Context: an optimization exercise on an open-source flow, tuned for small area. The choices shown serve that exercise and are no tape-out recipe.
Where RTL was checked, it was by simulation tests only, not by an equivalence proof against the original.
Power is estimated from default activity; no workload was simulated.

==> flow/design.v <==
module am2302_decoder (
    input  wire        clk,
    input  wire        rst_i,
    input  wire        line_i,
    output wire        line_drive_low_o,
    input  wire [31:0] now_ms_i,
    input  wire        reg_we_i,
    input  wire [2:0]  reg_addr_i,
    input  wire [31:0] reg_wdata_i,
    output reg  [31:0] reg_rdata_o,
    output wire        busy_o,
    output wire        done_o
);
    reg [3:0]  st;
    reg [10:0] cnt;
    reg [5:0]  bit_idx;
    reg [39:0] frame;
    reg [31:0] last_ms;
    reg        attempted;
    reg [14:0] hum;
    reg [15:0] temp;
    reg        valid;
    reg [3:0]  result;
    reg        done;
    reg        cmd_err;
    reg        raw_v;
    reg [15:0] raw_hum;
    reg [15:0] raw_temp;
    reg [7:0]  raw_ck;
    integer i;
    reg [7:0] ck_s1, ck_c1, ck_s2, ck_c2, calc_ck;
    reg       ck_cy;
    always @(*) begin
        ck_s1 = raw_hum[15:8] ^ raw_hum[7:0] ^ raw_temp[15:8];
        ck_c1 = {(raw_hum[14:8] & raw_hum[6:0]) | (raw_hum[14:8] & raw_temp[14:8]) |
                 (raw_hum[6:0] & raw_temp[14:8]), 1'b0};
        ck_s2 = ck_s1 ^ ck_c1 ^ raw_temp[7:0];
        ck_c2 = {(ck_s1[6:0] & ck_c1[6:0]) | (ck_s1[6:0] & raw_temp[6:0]) |
                 (ck_c1[6:0] & raw_temp[6:0]), 1'b0};
        ck_cy = 1'b0;
        for (i = 0; i < 8; i = i + 1) begin
            calc_ck[i] = ck_s2[i] ^ ck_c2[i] ^ ck_cy;
            ck_cy = (ck_s2[i] & ck_c2[i]) | (ck_s2[i] & ck_cy) | (ck_c2[i] & ck_cy);
        end
    end
    wire s_ready = (st == 4'd0);
    wire s_rate  = ~st[3] & ~st[2] & ~st[1] & st[0];
    wire s_idle  = ~st[2] & st[1] & ~st[0];
    wire s_start = ~st[2] & st[1] & st[0];
    wire s_ackl  = st[2] & ~st[1] & ~st[0];
    wire s_ackh  = st[2] & ~st[1] & st[0];
    wire s_sync  = st[2] & st[1] & ~st[0];
    wire s_high  = st[2] & st[1] & st[0];
    assign line_drive_low_o = s_start;
    assign busy_o           = ~s_ready;
    assign done_o           = done;
    always @(*) begin
        case (reg_addr_i)
            3'd1:    reg_rdata_o = {10'b0, bit_idx, st, result, 3'b0,
                                    attempted, cmd_err, valid, done, busy_o};
            3'd2:    reg_rdata_o = valid ? {temp, 1'b0, hum} : 32'b0;
            3'd3:    reg_rdata_o = raw_v ? {raw_temp, raw_hum} : 32'b0;
            3'd4:    reg_rdata_o = raw_v ? {16'b0, calc_ck, raw_ck} : 32'b0;
            3'd5:    reg_rdata_o = attempted ? last_ms : 32'b0;
            default: reg_rdata_o = 32'b0;
        endcase
    end
    wire t249  = cnt[7] & cnt[6] & cnt[5] & cnt[4] & cnt[3] & cnt[0];
    wire t1099 = cnt[10] & cnt[6] & cnt[3] & cnt[1] & cnt[0];
    wire t49   = cnt[5] & cnt[4] & cnt[0];
    wire t99   = cnt[6] & cnt[5] & cnt[1] & cnt[0];
    wire bit_value = cnt[6] | (cnt[5] & cnt[4]);    
    wire idx40 = bit_idx[5] & bit_idx[3];
    reg [31:0] el;
    reg        bw;
    always @(*) begin
        bw = 1'b0;
        for (i = 0; i < 32; i = i + 1) begin
            el[i] = now_ms_i[i] ^ last_ms[i] ^ bw;
            bw    = (~now_ms_i[i] & last_ms[i]) | (~(now_ms_i[i] ^ last_ms[i]) & bw);
        end
    end
    wire el_ge = (|el[31:11]) | (&el[10:6] & (el[5] | el[4]));
    wire rate_ok = !attempted || el_ge;
    reg [10:0] cnt_inc;
    reg [5:0]  idx_inc;
    reg        cy;
    always @(*) begin
        cy = 1'b1;
        for (i = 0; i < 11; i = i + 1) begin
            cnt_inc[i] = cnt[i] ^ cy;
            cy = cy & cnt[i];
        end
        cy = 1'b1;
        for (i = 0; i < 6; i = i + 1) begin
            idx_inc[i] = bit_idx[i] ^ cy;
            cy = cy & bit_idx[i];
        end
    end
    reg [15:0] temp_rec;
    reg        nz;
    always @(*) begin
        nz = 1'b0;
        for (i = 0; i < 15; i = i + 1) begin
            temp_rec[i] = raw_temp[i] ^ nz;
            nz = nz | (raw_temp[15] & raw_temp[i]);
        end
        temp_rec[15] = nz;
    end
    wire ck_ok = (calc_ck == raw_ck);
    wire        ctrl_write = reg_we_i && (reg_addr_i == 3'd0);
    wire [1:0]  cmd        = reg_wdata_i[1:0];
    wire ev   = (s_idle | s_ackh | s_high) ? line_i : ~line_i;    
    wire tout = (s_idle & t249) | (s_ackl & t49) | ((s_ackh | s_sync | s_high) & t99);
    wire load_ms = (ctrl_write & (cmd == 2'd2) & s_ready) | (s_rate & rate_ok);
    always @(posedge clk) begin
        if (s_rate || ((s_idle | st[2]) && ev) || (s_start && t1099) || tout)
            cnt <= 11'd0;
        else
            cnt <= cnt_inc;
        if (s_high && line_i)
            frame <= {frame[38:0], bit_value};
        if (load_ms)
            last_ms <= now_ms_i;
        if (st == 4'd8) begin
            raw_hum  <= frame[39:24];
            raw_temp <= frame[23:8];
            raw_ck   <= frame[7:0];
        end
        if (st == 4'd9 && ck_ok) begin
            hum  <= raw_hum[14:0];
            temp <= temp_rec;
        end
        if (rst_i) begin
            st        <= 4'd0;
            bit_idx   <= 6'd0;
            attempted <= 1'b0;
            valid     <= 1'b0;
            result    <= 4'd0;
            done      <= 1'b0;
            cmd_err   <= 1'b0;
            raw_v     <= 1'b0;
        end else begin
            if (ctrl_write && cmd != 2'd0)
                cmd_err <= (cmd == 2'd3) | ~s_ready;
            if (load_ms)
                attempted <= 1'b1;
            case (st)
                4'd0: if (ctrl_write && cmd == 2'd1) begin
                    st   <= 4'd1;
                    done <= 1'b0;
                end
                4'd1: if (rate_ok) st <= 4'd2;
                      else begin st <= 4'd0; result <= 4'd2; done <= 1'b1; end
                4'd2: if (line_i) st <= 4'd3;
                      else if (t249) begin st <= 4'd0; result <= 4'd3; done <= 1'b1; end
                4'd3: if (t1099) st <= 4'd4;
                4'd4: if (!line_i) st <= 4'd5;
                      else if (t49) begin st <= 4'd0; result <= 4'd4; done <= 1'b1; end
                4'd5: if (line_i) begin st <= 4'd6; bit_idx <= 6'd0; end
                      else if (t99) begin st <= 4'd0; result <= 4'd5; done <= 1'b1; end
                4'd6: if (!line_i) st <= 4'd7;
                      else if (t99) begin st <= 4'd0; result <= 4'd6; done <= 1'b1; end
                4'd7: if (line_i) begin
                          if (idx40) st <= 4'd8;
                          else begin st <= 4'd6; bit_idx <= idx_inc; end
                      end else if (t99) begin st <= 4'd0; result <= 4'd7; done <= 1'b1; end
                4'd8: begin
                    raw_v <= 1'b1;
                    st    <= 4'd9;
                end
                4'd9: begin
                    if (ck_ok) begin
                        valid  <= 1'b1;
                        result <= 4'd1;
                    end else
                        result <= 4'd8;
                    st   <= 4'd0;
                    done <= 1'b1;
                end
                default: ;
            endcase
        end
    end
endmodule
clock: 10.0 ns
lec_check: 0
abc_area: 1
cap_margin: 20
core_margin: 2
core_utilization: 40
slew_margin: 20
run.sh (not shown) runs the stock make flow with config.mk's settings and CLKGATE_MAP_FILE= SYNTH_SCRIPT=/design/flow/synth_recipe.tcl, a recipe that flattens the netlist after the stock synthesis.
The first run produced a layout that fails on setup timing.
Then changed:
--- a/flow/design.v
+++ b/flow/design.v
@@ -68,22 +68,26 @@
     wire t249  = cnt[7] & cnt[6] & cnt[5] & cnt[4] & cnt[3] & cnt[0];
     wire t1099 = cnt[10] & cnt[6] & cnt[3] & cnt[1] & cnt[0];
     wire t49   = cnt[5] & cnt[4] & cnt[0];
     wire t99   = cnt[6] & cnt[5] & cnt[1] & cnt[0];
     wire bit_value = cnt[6] | (cnt[5] & cnt[4]);    
     wire idx40 = bit_idx[5] & bit_idx[3];
-    reg [31:0] el;
+    reg [10:0] el;
     reg        bw;
     always @(*) begin
         bw = 1'b0;
-        for (i = 0; i < 32; i = i + 1) begin
+        for (i = 0; i < 11; i = i + 1) begin
             el[i] = now_ms_i[i] ^ last_ms[i] ^ bw;
             bw    = (~now_ms_i[i] & last_ms[i]) | (~(now_ms_i[i] ^ last_ms[i]) & bw);
         end
     end
-    wire el_ge = (|el[31:11]) | (&el[10:6] & (el[5] | el[4]));
+    wire [20:0] hi_x = ~(now_ms_i[31:11] ^ last_ms[31:11]);
+    wire [20:0] hi_o = now_ms_i[31:11] | ~last_ms[31:11];
+    wire        hi_part = &(hi_x[20:1] ~^ hi_o[19:0]);
+    wire        hi_zero = hi_part & (hi_x[0] ^ bw);
+    wire el_ge = ~hi_zero | (&el[10:6] & (el[5] | el[4]));
     wire rate_ok = !attempted || el_ge;
     reg [10:0] cnt_inc;
     reg [5:0]  idx_inc;
     reg        cy;
     always @(*) begin
         cy = 1'b1;
The new run went through all stages and came out clean.
Clock power rises by 3.2%.
Cell area is lower by 1.3%.
Cell count went up by 6.4%.
Via count is higher by 6.1%.
Total power stays flat.
Core utilization falls by 2.0 points.
Hold slack degrades by 0.0061 ns.
Count of clock-buffer cells in the layout goes up by 1.
Non-clock buffer count fell by 21.
Routed wire length went up by 2.5%.
No functional check of the RTL was part of the first run of this note.

afterwards: timing with drivers on the ports:
No port has a modelled driver above. Below, the same layouts with a new extraction and two added sets of constraints. Step 1 sets driving cells, clkbuf_16 on the clock port and buf_2 on the other inputs (assumed; they add their load-dependent delay and slew). Step 2 also shifts input and output timing later by t, the mid clock arrival at the registers, as if the neighbouring blocks saw the same clock. Three values: no drivers, after step 1, after step 2; two values: the first two.
| run | shift t [ns] | setup slack, ns | worst slew at a driven data input, ns |
|---|---|---|---|
| the first run | 0.471 | -2.427 / -2.449 / -2.919 | 0.08 |
| the second run | 0.475 | 2.671 / 2.628 / 2.357 | 0.04 |
The setup slack of the first run, which loses most, moves by -0.022 ns with the drivers and by -0.492 ns with both steps.
